What follows belongs to an exercise in optimizing a design on an open flow for small area, a short achievable clock period and few clock cycles per item; a production flow would make more cautious choices.
RTL that was checked went through simulation tests only; none was proved equivalent to the original.
No activity file was given, so power comes from the tool's default toggle rates.

Setup of green:
==> flow/design.v (excerpt) <==
module rm_decoder (
    input  wire       clk,
    input  wire       rst,
    input  wire       in_valid,
    input  wire [7:0] in_data,
    input  wire       in_eos,
    output wire       in_ready,
    output wire       out_valid,
    output wire [7:0] out_data,
    output wire       out_eos,
    input  wire       out_ready
);
    reg       h_v, h_eos;        
    reg [7:0] h_d;
    reg       s_v, s_eos;        
    reg [7:0] s_d;
    reg       rdy;               
    wire      pop;
    wire      push = in_valid & rdy;
    assign in_ready = rdy;
    always @(posedge clk) begin
        if (rst) begin
            h_v <= 1'b0;
            s_v <= 1'b0;
            rdy <= 1'b1;
        end else begin
            if (pop | ~h_v) begin
                h_v <= s_v | push;
                s_v <= 1'b0;
                rdy <= 1'b1;
            end else if (push) begin
                s_v <= 1'b1;
                rdy <= 1'b0;
            end
        end
    end
    always @(posedge clk) begin
        if (pop | ~h_v) begin
            h_d   <= s_v ? s_d   : in_data;
            h_eos <= s_v ? s_eos : in_eos;
        end
        if (rdy) begin
            s_d   <= in_data;
            s_eos <= in_eos;
        end
    end
    reg        st_cnt, st_val, st_mask, st_lit, st_skip;    
    reg [1:0]  mcnt;         
    reg [7:0]  ecount;       
    reg [7:0]  val;          
    reg        pend;         
    reg [7:0]  pv;           
    reg [31:0] filled;       
    reg [7:0]  buf_q [0:31];
    reg        rd;           
    reg [3:0]  sel_lo;
    reg [7:0]  sel_hi;
    reg        eos_pend;     
    reg        o_v, o_eos;
    reg [7:0]  o_d;
    wire       o_adv = ~o_v | out_ready;
    wire [31:0] below;       
    genvar g;
    integer i;
    assign below[0] = 1'b1;
    generate
        for (g = 1; g < 32; g = g + 1) begin : g_pre
            assign below[g] = &filled[g-1:0];
        end
    endgenerate
    wire [31:0] nxt_lit = ~filled & below;
    wire        all_filled = &filled;
    wire drain   = pend & ~rd;
    reg  [7:0]  free2_g, rdone_g;    
    wire mask_ok = ~drain & ((mcnt == 2'd3) ? ~pend : (~rd | rdone_g[{mcnt, 1'b1}]));
    reg  lit_ok_r;
  ...
clock: 7.0 ns
lec_check: 0
cap_margin: 20
core_margin: 2
core_utilization: 60
cts_buf_list: sky130_fd_sc_hd__clkbuf_8
cts_cluster_diameter: 60
cts_cluster_size: 16
setup_slack_margin: 4.5
slew_margin: 20
tns_end_percent: 5
run.sh (not shown) runs the stock make flow with config.mk's settings and CLKGATE_MAP_FILE= SYNTH_SCRIPT=/design/flow/synth_recipe.tcl, a recipe that flattens the netlist after the stock synthesis.
green did not stop at any stage, and its layout met the timing, DRC and antenna checks.
Testbench counts of green, summed over its fixed seeds: cycles 33,821, bytes 27,072.
For blue, these inputs were changed with respect to green:
-- flow/config.mk --
<<< green, line 13
export CTS_CLUSTER_SIZE = 16
export SETUP_SLACK_MARGIN = 4.5
export SLEW_MARGIN = 20
>>> blue, line 13
export CTS_CLUSTER_SIZE = 16
export SETUP_SLACK_MARGIN = 4.7
export SLEW_MARGIN = 20
==> comparison <==
- The wire length of the first global-routing pass of blue is higher than that of green.
- Looking at met1 wire length across blue and green, the one that comes out higher is blue.
- Compared to green, blue leaves less free space in the core.
- Compared blue vs green, and growth of design area from synthesis to finish is up in blue.
- First-iteration DRC count of blue exceeds that of green by more than 10%.
- Going from green to blue, data required time at the worst endpoint went up 1.92 ns; non-filler instance count after layout rose about 3%; worst setup slack after layout climbed 0.18 ns; power of the combinational group moved up; count of plain and timing-repair buffers in the layout moved up.

* * *

## run A
The RTL this note starts from:
==> flow/design.v <==
module rm_decoder (
    input  wire       clk,
    input  wire       rst,
    input  wire       in_valid,
    input  wire [7:0] in_data,
    input  wire       in_eos,
    output wire       in_ready,
    output wire       out_valid,
    output wire [7:0] out_data,
    output wire       out_eos,
    input  wire       out_ready
);
    reg       h_v, h_eos;        
    reg [7:0] h_d;
    reg       s_v, s_eos;        
    reg [7:0] s_d;
    reg       rdy;               
    wire      pop;
    wire      push = in_valid & rdy;
    assign in_ready = rdy;
    always @(posedge clk) begin
        if (rst) begin
            h_v <= 1'b0;
            s_v <= 1'b0;
            rdy <= 1'b1;
        end else begin
            if (pop | ~h_v) begin
                h_v <= s_v | push;
                s_v <= 1'b0;
                rdy <= 1'b1;
            end else if (push) begin
                s_v <= 1'b1;
                rdy <= 1'b0;
            end
        end
    end
    always @(posedge clk) begin
        if (pop | ~h_v) begin
            h_d   <= s_v ? s_d   : in_data;
            h_eos <= s_v ? s_eos : in_eos;
        end
        if (rdy) begin
            s_d   <= in_data;
            s_eos <= in_eos;
        end
    end
    reg        st_cnt, st_val, st_mask, st_lit, st_skip;    
    reg [1:0]  mcnt;         
    reg [7:0]  ecount;       
    reg [7:0]  val;          
    reg [4:0]  lc;           
    reg [31:0] filled;       
    reg [7:0]  buf_q [0:31];
    reg        rd;           
    reg [4:0]  idx;          
    reg [3:0]  sel_lo;       
    reg [7:0]  sel_hi;       
    reg        eos_pend;     
    reg        o_v, o_eos;
    reg [7:0]  o_d;
    wire       o_adv = ~o_v | out_ready;
    wire [31:0] below;       
    genvar g;
    assign below[0] = 1'b1;
    generate
        for (g = 1; g < 32; g = g + 1) begin : g_pre
            assign below[g] = &filled[g-1:0];
        end
    endgenerate
    wire [31:0] nxt_lit = ~filled & below;
    wire        all_filled = &filled;
    wire mask_ok = ~rd | (idx[4:3] > mcnt);
    reg  lit_ok_r;
    wire lit_ok  = ~rd | lit_ok_r;
    wire c_eos  = h_v & h_eos & ~eos_pend;
    wire h_dat  = h_v & ~h_eos;
    wire c_cnt  = h_dat & st_cnt;
    wire c_val  = h_dat & st_val;
    wire c_mask = h_dat & st_mask & mask_ok;
    wire c_lit  = h_dat & st_lit & lit_ok & ~all_filled;
    wire c_skip = h_dat & st_skip;
    assign pop  = c_eos | c_cnt | c_val | c_mask | c_lit | c_skip;
    wire one_left   = &(filled | nxt_lit);
    wire chunk_done = st_lit & ~eos_pend & (all_filled | (c_lit & one_left));
    wire [7:0] wd = st_lit ? h_d : val;
    reg [31:0] we;
    integer i;
    always @(*) begin
        for (i = 0; i < 32; i = i + 1)
            we[i] = (c_mask & (mcnt == i[4:3]) & h_d[7 - i[2:0]]) | (c_lit & nxt_lit[i]);
    end
    always @(posedge clk) begin
        for (i = 0; i < 32; i = i + 1)
            if (we[i]) buf_q[i] <= wd;
    end
    always @(posedge clk) begin
        if (c_val) val <= h_d;
        if (c_cnt) begin
            filled <= 32'd0;
            ecount <= h_d;
            mcnt   <= 2'd0;
            lc     <= 5'd0;
        end else begin
            if (c_mask | c_lit) filled <= filled | we;
            if (c_mask) mcnt <= mcnt + 2'd1;
            if (c_mask & (mcnt == 2'd3)) ecount <= ecount - 8'd1;
            if (c_lit) lc <= lc + 5'd1;
        end
        lit_ok_r <= c_cnt ? (idx > 5'd1) : ({1'b0, lc} + 6'd1 < {1'b0, idx});
    end
    wire cnt_ff = (h_d == 8'hFF);
    wire cnt_00 = (h_d == 8'h00);
    wire last_e = (ecount == 8'd1);
    always @(posedge clk) begin
        if (rst) begin
            st_cnt <= 1'b1; st_val <= 1'b0; st_mask <= 1'b0; st_lit <= 1'b0; st_skip <= 1'b0;
        end else if (c_eos | chunk_done) begin
            st_cnt <= 1'b1; st_val <= 1'b0; st_mask <= 1'b0; st_lit <= 1'b0; st_skip <= 1'b0;
        end else begin
            if (c_cnt) begin
                st_cnt  <= 1'b0;
                st_skip <= cnt_ff;
                st_lit  <= cnt_00;
                st_val  <= ~cnt_ff & ~cnt_00;
            end
            if (c_val) begin
                st_val  <= 1'b0;
                st_mask <= 1'b1;
            end
            if (c_mask & (mcnt == 2'd3)) begin
                st_mask <= 1'b0;
                st_lit  <= last_e;
                st_val  <= ~last_e;
            end
        end
    end
    always @(posedge clk) begin
        if (rst) begin
            rd  <= 1'b0;
            idx <= 5'd0;
            sel_lo <= 4'b0001;
            sel_hi <= 8'b00000001;
            o_v <= 1'b0;
            o_eos <= 1'b0;
            eos_pend <= 1'b0;
        end else begin
            if (chunk_done) rd <= 1'b1;
            if (c_eos) eos_pend <= 1'b1;
            if (o_adv) begin
                if (rd) begin
                    o_v   <= 1'b1;
                    o_eos <= 1'b0;
                    idx   <= idx + 5'd1;
                    sel_lo <= {sel_lo[2:0], sel_lo[3]};
                    if (sel_lo[3]) sel_hi <= {sel_hi[6:0], sel_hi[7]};
                    if (idx == 5'd31) rd <= 1'b0;
                end else if (eos_pend) begin
                    o_v   <= 1'b1;
                    o_eos <= 1'b1;
                    eos_pend <= 1'b0;
                end else begin
                    o_v   <= 1'b0;
                end
            end
        end
    end
    reg [7:0] rdata;
    always @(*) begin
        rdata = 8'd0;
        for (i = 0; i < 32; i = i + 1)
            rdata = rdata | ({8{sel_hi[i >> 2] & sel_lo[i & 3]}} & buf_q[i]);
    end
    always @(posedge clk) begin
        if (rst)
            o_d <= 8'd0;
        else if (o_adv & rd)
            o_d <= rdata;
    end
    assign out_valid = o_v;
    assign out_data  = o_d;
    assign out_eos   = o_eos;
endmodule
clock: 7.0 ns
lec_check: 0
cap_margin: 20
core_margin: 2
core_utilization: 60
cts_buf_list: sky130_fd_sc_hd__clkbuf_8
cts_cluster_diameter: 60
cts_cluster_size: 16
setup_slack_margin: 4.6
slew_margin: 20
tns_end_percent: 0
Testbench counts of run A, summed over its fixed seeds: cycles 36,148, bytes 27,072.
## Diff of input files: run B against run A
Settings: swapping sky130_fd_sc_hd__clkbuf_8 for sky130_fd_sc_hd__clkbuf_4 sky130_fd_sc_hd__clkbuf_8 in CTS_BUF_LIST; clearing CTS_CLUSTER_SIZE, which used to be 16; clearing TNS_END_PERCENT, which used to be 0; clearing CTS_CLUSTER_DIAMETER, which used to be 60.
### Flow results
Run B finished every stage and its layout cleared the timing, DRC and antenna checks. Changes observed in run B relative to run A: number of vias in the routed layout climbed 401; sequential share of layout area dropped 3.8 points; fraction of power consumed by the clock network climbed 7.0 points. The total detailed-routing wirelength of run B was inferior to that of run A.
### run B -> run C
Settings: CTS_CLUSTER_DIAMETER: unset -> 60; CTS_BUF_LIST: sky130_fd_sc_hd__clkbuf_4 sky130_fd_sc_hd__clkbuf_8 -> sky130_fd_sc_hd__clkbuf_8; CTS_CLUSTER_SIZE: unset -> 16.
==> run notes <==
Clock skew for run C is lower than for run B. In the flow results for run B and run C, the worst hold margin is larger on run B. Higher via count of the first global-routing pass goes to run B over run C. Comparing run B against run C, there is no change at all in count of buffers from port buffering. Global-route wire length before repair down 790 um in run C wrt run B. Run C against run B: post-route standard cell area excluding fillers has decreased; power share of the combinational group shows no meaningful change; time the final worst path needs with I/O delays and setup grew by 0.029 ns; final core utilization lower; number of max-slew violations in the final report essentially unchanged. Share of the final layout cell area in sequential cells: run C > run B.
Input changes introduced in run D (baseline for comparison: run C):
Settings: setting TNS_END_PERCENT to 5 for the first time.
[summary]
Register clock-pin slew on the reported worst setup and hold paths of run D is on par with run C. Non-clock buffer count in run D vs run C: down about 22%. Run D and run C ended up with nearly the same ratio of final minimum period to clock period. Clock group share of total power ended up 1.8 points higher on run D than on run C. As far as cell area after placement is concerned, run C and run D perform about the same. Compare run D and run C | switching power summed over all nets higher: run D. Total power, run D and run C, higher one = run D. Setup slack: run D less than run C.

* * *

Another version of the RTL of rm_decoder (not shown whole).
Size in the first run: ~1100 cells after synthesis, about 24 I/O pins, ~0.015 sq mm of cells after synthesis.
export LEC_CHECK = 0
export CAP_MARGIN = 20
export CORE_MARGIN = 2
export CORE_UTILIZATION = 75
export CTS_BUF_LIST = sky130_fd_sc_hd__clkbuf_4 sky130_fd_sc_hd__clkbuf_8
export SETUP_SLACK_MARGIN = 4.6
export SLEW_MARGIN = 20
create_clock -name core_clock -period 7.0 [get_ports {clk}]
Change:
--- a/flow/config.mk
+++ b/flow/config.mk
@@ -8,5 +8,5 @@
 export CAP_MARGIN = 20
 export CORE_MARGIN = 2
-export CORE_UTILIZATION = 75
+export CORE_UTILIZATION = 60
 export CTS_BUF_LIST = sky130_fd_sc_hd__clkbuf_4 sky130_fd_sc_hd__clkbuf_8
 export SETUP_SLACK_MARGIN = 4.6
Synthesized area stays the same.
Final area is about the same.
Final cell count climbs by a few percent.
Global-route usage drops by 9.8 points.
Clock power barely changes.
Worst hold slack loses 0.0046 ns.
Sequential share of layout area is about the same.
Worst setup slack gains 0.11 ns.
Die area climbs by a quarter to a third.
Function was not checked in any run of this note: the RTL went through the layout flow alone.

* * *

## before
Another version of the RTL of rm_decoder (not shown whole).
Size in the first run: ~1100 cells after synthesis, ~360 flip-flops, roughly 24 I/O pins.
clock: 7.0 ns
lec_check: 0
cap_margin: 20
core_margin: 2
core_utilization: 40
setup_slack_margin: 4.3
slew_margin: 20
Testbench counts of before, summed over its fixed seeds: cycles 36,148, bytes 27,072.
## Diff of input files: after against before
- CTS_BUF_LIST newly set to sky130_fd_sc_hd__clkbuf_4 sky130_fd_sc_hd__clkbuf_8
- CORE_UTILIZATION changed from 40 to 60
- SETUP_SLACK_MARGIN changed from 4.3 to 4.6
--- outcome ---
Relative to before, the hold slack of after is higher by 0.020 ns.
Per the comparison of after with before, relative area change from synthesis to final layout now larger; final core utilization now larger; worst setup slack higher.

* * *

## harbor
rm_decoder, a different RTL version from the one above (not shown whole).
Size: roughly 1,100 cells after synthesis, roughly 370 flip-flops, roughly 15,000 µm² of cells after synthesis.
Design rm_decoder, start of the top module:
module rm_decoder (
    input  wire       clk,
    input  wire       rst,
    input  wire       in_valid,
    input  wire [7:0] in_data,
    input  wire       in_eos,
    output wire       in_ready,
    output wire       out_valid,
    output wire [7:0] out_data,
    output wire       out_eos,
    input  wire       out_ready
);
    reg       h_v, h_eos;        
    reg [7:0] h_d;
    reg       s_v, s_eos;        
    reg [7:0] s_d;
    reg       rdy;               
    wire      pop;
    wire      push = in_valid & rdy;
    assign in_ready = rdy;
    always @(posedge clk) begin
        if (rst) begin
            h_v <= 1'b0;
            s_v <= 1'b0;
            rdy <= 1'b1;
        end else begin
            if (pop | ~h_v) begin
                h_v <= s_v | push;
                s_v <= 1'b0;
                rdy <= 1'b1;
            end else if (push) begin
                s_v <= 1'b1;
                rdy <= 1'b0;
            end
        end
    end
    always @(posedge clk) begin
        if (pop | ~h_v) begin
            h_d   <= s_v ? s_d   : in_data;
            h_eos <= s_v ? s_eos : in_eos;
        end
        if (rdy) begin
            s_d   <= in_data;
            s_eos <= in_eos;
        end
    end
    reg        st_cnt, st_val, st_mask, st_lit, st_skip;    
    reg [1:0]  mcnt;         
    reg [7:0]  ecount;       
    reg [7:0]  val;          
    reg        pend;         
    reg [7:0]  pv;           
    reg [31:0] filled;       
    reg [7:0]  buf_q [0:31];
    reg        rd;           
    reg [3:0]  sel_lo;
    reg [7:0]  sel_hi;
    reg        eos_pend;     
  ...
Settings: LEC_CHECK=0, CAP_MARGIN=20, CORE_MARGIN=2, CORE_UTILIZATION=50, CTS_BUF_LIST=sky130_fd_sc_hd__clkbuf_8, CTS_CLUSTER_DIAMETER=60, CTS_CLUSTER_SIZE=16, SETUP_SLACK_MARGIN=4.6, SLEW_MARGIN=20, TNS_END_PERCENT=5; clock period 7.0 ns.
harbor finished every step from synthesis to the final layout, and the layout passed the timing, DRC and antenna checks.
Testbench counts of harbor, summed over its fixed seeds: cycles 33,195, bytes 27,072.
--- input diff harbor..fjord ---
- CORE_UTILIZATION changed from 50 to 60
[summary]
Hold slack: fjord > harbor. Between harbor and fjord, the fraction of standard cell area that is sequential does not differ in any meaningful way. Re depth of the critical timing path with buffers and inverters included: fjord is 6 down on harbor. Between fjord and harbor, the proportion of final cell area spent on non-clock buffers is lower for harbor. When fjord is measured against harbor, its count of clock-buffer cells in the layout turns out 3 higher. The lower largest clock skew in the final design came out of harbor. Relative to harbor, the overall routing resource usage of fjord is higher by 3.8 points.
For indigo, these inputs were changed with respect to fjord:
- CTS_CLUSTER_DIAMETER now 80, was 60
- CTS_BUF_LIST now sky130_fd_sc_hd__clkbuf_16, was sky130_fd_sc_hd__clkbuf_8
- CTS_CLUSTER_SIZE now 24, was 16
==> comparison <==
indigo against fjord: smallest hold slack barely changed, setup slack of the critical path after layout climbed 0.027 ns, per-cell routed wire length climbed 0.69%.

## re-timing with driven ports
Ports are ideal in the flow. The routed layouts listed here were re-timed in OpenROAD. Step 1 assumes that a clkbuf_16 drives the clock port and a buf_2 every other input. Step 2, shift: input delay + t, output delay - t, t = (earliest + latest rising clock arrival at the registers) / 2. This alone moves slack from input paths to output paths. Slacks: ideal ports / drivers / drivers and shift; pairs: ideal ports / drivers.
| run | t, ns | slack for setup (ns) | latest minus earliest clock arrival (ns) | worst register clock-pin slew, ns |
|---|---|---|---|---|
| green | 0.639 | 4.309 / 4.265 / 3.796 | 0.016 / 0.016 | 0.10 / 0.10 |
| blue | 0.635 | 4.486 / 4.473 / 3.912 | 0.018 / 0.017 | 0.11 / 0.11 |
| run A | 0.653 | 4.498 / 4.454 / 3.907 | 0.017 / 0.017 | 0.11 / 0.11 |
| run B | 0.621 | 4.543 / 4.499 / 4.033 | 0.027 / 0.027 | 0.07 / 0.07 |
| run C | 0.628 | 4.514 / 4.466 / 4.054 | 0.021 / 0.022 | 0.11 / 0.11 |
| run D | 0.649 | 4.510 / 4.466 / 3.909 | 0.033 / 0.033 | 0.11 / 0.11 |
| the first run of note 3 | 0.632 | 4.262 / 4.262 / 4.032 | 0.027 / 0.026 | 0.08 / 0.08 |
| the second run of note 3 | 0.618 | 4.375 / 4.332 / 4.076 | 0.030 / 0.030 | 0.07 / 0.07 |
| before | 0.591 | 4.117 / 4.117 / 3.908 | 0.027 / 0.027 | 0.06 / 0.06 |
| after | 0.638 | 4.205 / 4.205 / 4.100 | 0.038 / 0.038 | 0.07 / 0.07 |
| harbor | 0.637 | 4.416 / 4.416 / 3.923 | 0.020 / 0.021 | 0.11 / 0.11 |
| fjord | 0.644 | 4.485 / 4.438 / 4.027 | 0.025 / 0.026 | 0.11 / 0.11 |
| indigo | 0.568 | 4.512 / 4.505 / 4.051 | 0.030 / 0.030 | 0.10 / 0.10 |
After both steps setup and hold are still met in every run listed. For run D, which loses most, drivers alone change the setup slack by -0.044 ns; drivers and shift together by -0.601 ns.
